Source: an optimization exercise on an open RTL-to-GDS flow (aim: small area, a short achievable clock period and few clock cycles per item). Production flows keep margins and buffers that such runs may drop. Where RTL was checked, it was by simulation tests only, not by an equivalence proof against the original. No activity file was given, so power comes from the tool's default toggle rates.

==> flow/design.v (excerpt) <==
module frame_encoder (
    input  wire        clk,
    input  wire        rst,           
    input  wire        cmd_valid,
    output wire        cmd_ready,
    input  wire [63:0] cmd_content_len,
    input  wire [63:0] cmd_seg_size,
    input  wire [63:0] cmd_flags,
    output reg         rsp_valid,
    output reg  [7:0]  rsp_status,
    output reg  [7:0]  rsp_cause,
    output wire [63:0] rsp_msg_len,
    input  wire        in_valid,
    output wire        in_ready,
    input  wire [7:0]  in_data,
    output wire        out_valid,
    input  wire        out_ready,
    output wire [7:0]  out_data,
    output wire        done
);
For scale: about 3500 cells after synthesis, about 410 flip-flops, ~300 I/O pins, about 0.030 mm^2 of cells after synthesis.
export LEC_CHECK = 0
export CAP_MARGIN = 20
export CORE_MARGIN = 2
export CORE_UTILIZATION = 40
export SLEW_MARGIN = 20
create_clock -name core_clock -period 11.0 [get_ports {clk}]
standard.sh (not shown) runs the stock make flow with config.mk's settings and CLKGATE_MAP_FILE= SYNTH_SCRIPT=/design/flow/synth_recipe.tcl, a recipe that flattens the netlist after the stock synthesis.
==> flow/flow/run.sh <==
#!/bin/bash
# Standard ORFS layout (the standard.sh, unchanged synthesis), asking
# repair_timing for extra setup slack so the design is sized for speed.
set -euo pipefail
cd "$(dirname "$0")/.."
bash standard.sh SETUP_SLACK_MARGIN=7 finish > flow_standard.log 2>&1
The starting point finished with timing, DRC and antenna clean.
Next try:
==> flow/run.sh (new file) <==
#!/bin/bash
# synth_recipe.tcl (not shown) runs the flow's synth.tcl, then flattens the netlist and writes it again
# the make line also repeats each setting of config.mk as NAME=value (left out here)
make -C /OpenROAD-flow-scripts/flow DESIGN_CONFIG=/design/flow/config.mk WORK_HOME=/design/flow/orfs CLKGATE_MAP_FILE= SYNTH_SCRIPT=/design/flow/synth_recipe.tcl finish
--- a/flow/config.mk
+++ b/flow/config.mk
@@ -7,0 +8 @@
+export ABC_CLOCK_PERIOD_IN_PS = 3000
removed: flow/flow/run.sh
removed: flow/standard.sh
The new run ran to the end with no violations.
Die area stays the same.
Total power goes down by about 7%.
Combinational power goes down by 17%.
Synthesized area stays the same.
Clock skew goes down by 0.0093 ns.
Worst setup slack gets worse by 0.68 ns.
Final cell count goes down by about 3%.
Wire length goes down by about 3%.
Worst hold slack gets better by 0.011 ns.
Clock power goes up by about 5%.
No functional check of the RTL was part of any run of this note.

frame_encoder, a different RTL version from the one above (not shown whole).
Size: about 420 flip-flops, ~300 I/O pins, ~28000 um^2 of cells after synthesis.
Settings: LEC_CHECK=0, CAP_MARGIN=20, CORE_MARGIN=2, CORE_UTILIZATION=55, CTS_BUF_LIST=sky130_fd_sc_hd__clkbuf_16, CTS_CLUSTER_DIAMETER=100, CTS_CLUSTER_SIZE=24, SLEW_MARGIN=20; clock period 11.0 ns.
==> flow/flow/run.sh <==
#!/bin/bash
# The standard ORFS layout (standard.sh, synthesis unchanged) with:
#  - repair_timing asked for extra setup slack, so gates are sized for speed;
#  - port buffers made of sky130_fd_sc_hd__buf_1 instead of the default delay-cell buffer.
# Each step's full output goes to flow_standard.log (and orfs/logs/).
set -euo pipefail
bash standard.sh SETUP_SLACK_MARGIN=6.8 "BUFFER_PORTS_ARGS=-buffer_cell sky130_fd_sc_hd__buf_1" finish > flow_standard.log 2>&1
Testbench counts at the start, summed over its fixed seeds: cycles 92,423, items 87,783.
Change:
--- a/flow/flow/run.sh
+++ b/flow/flow/run.sh
@@ -6,2 +6,2 @@
 set -euo pipefail
-bash standard.sh SETUP_SLACK_MARGIN=6.8 "BUFFER_PORTS_ARGS=-buffer_cell sky130_fd_sc_hd__buf_1" finish > flow_standard.log 2>&1
+bash standard.sh SETUP_SLACK_MARGIN=7.3 "BUFFER_PORTS_ARGS=-buffer_cell sky130_fd_sc_hd__buf_1" finish > flow_standard.log 2>&1
After rerunning: Clock skew came out lower by 0.0061 ns. Die area is unchanged. Final area came out higher by 7.3%. Via count came out higher by 4.3%. Sequential share of layout area came out lower by 2.7 points. Routed wire length came out higher by 5.8%. Combinational power came out higher by 26%. Core utilization came out higher by 4.4 points. First-iteration DRC count came out higher by 3.5%. Worst setup slack is better by 0.048 ns.
Change:
--- a/flow/flow/run.sh
+++ b/flow/flow/run.sh
@@ -6,2 +6,2 @@
 set -euo pipefail
-bash standard.sh SETUP_SLACK_MARGIN=7.3 "BUFFER_PORTS_ARGS=-buffer_cell sky130_fd_sc_hd__buf_1" finish > flow_standard.log 2>&1
+bash standard.sh SETUP_SLACK_MARGIN=7 "BUFFER_PORTS_ARGS=-buffer_cell sky130_fd_sc_hd__buf_1" finish > flow_standard.log 2>&1
Effect: Total power falls by about 10%; worst hold slack degrades by 0.017 ns; via count went down by about 3.4%.

==> separate check: timing with driven ports <==
The flow's constraints put no driver on any port. The routed layouts listed below were extracted and timed again, unchanged, in two steps.
Step 1 sets driving cells, clkbuf_16 on the clock port and buf_2 on the other inputs (assumed; they add their load-dependent delay and slew).
Step 2 times the ports against the registers' clock, not the clock port: input delays grow and output delays shrink by t, the midpoint of the rising clock arrivals with the driver on.
Slacks: no drivers / after step 1 / after step 2; pairs: no drivers / after step 1.
| run | shift t [ns] | slack for setup (ns) | hold slack, ns | slew at the worst register clock pin (ns) |
|---|---|---|---|---|
| the first run of note 1 | 0.676 | 6.291 / 6.291 / 6.291 | 0.473 / 0.473 / 0.473 | 0.07 / 0.07 |
| the second run of note 1 | 0.672 | 5.614 / 5.614 / 5.415 | 0.484 / 0.484 / 0.484 | 0.07 / 0.07 |
| the first run of note 2 | 0.669 | 6.812 / 6.812 / 6.270 | 0.542 / 0.542 / 0.542 | 0.11 / 0.11 |
| the second run of note 2 | 0.663 | 6.860 / 6.860 / 6.695 | 0.527 / 0.527 / 0.527 | 0.11 / 0.11 |
| the third run of note 2 | 0.647 | 6.988 / 6.988 / 6.501 | 0.510 / 0.510 / 0.510 | 0.11 / 0.11 |
After both steps every run listed still meets setup and hold. For the first run of note 2, which loses most, drivers alone change the setup slack by 0.000 ns; drivers and shift together by -0.542 ns.
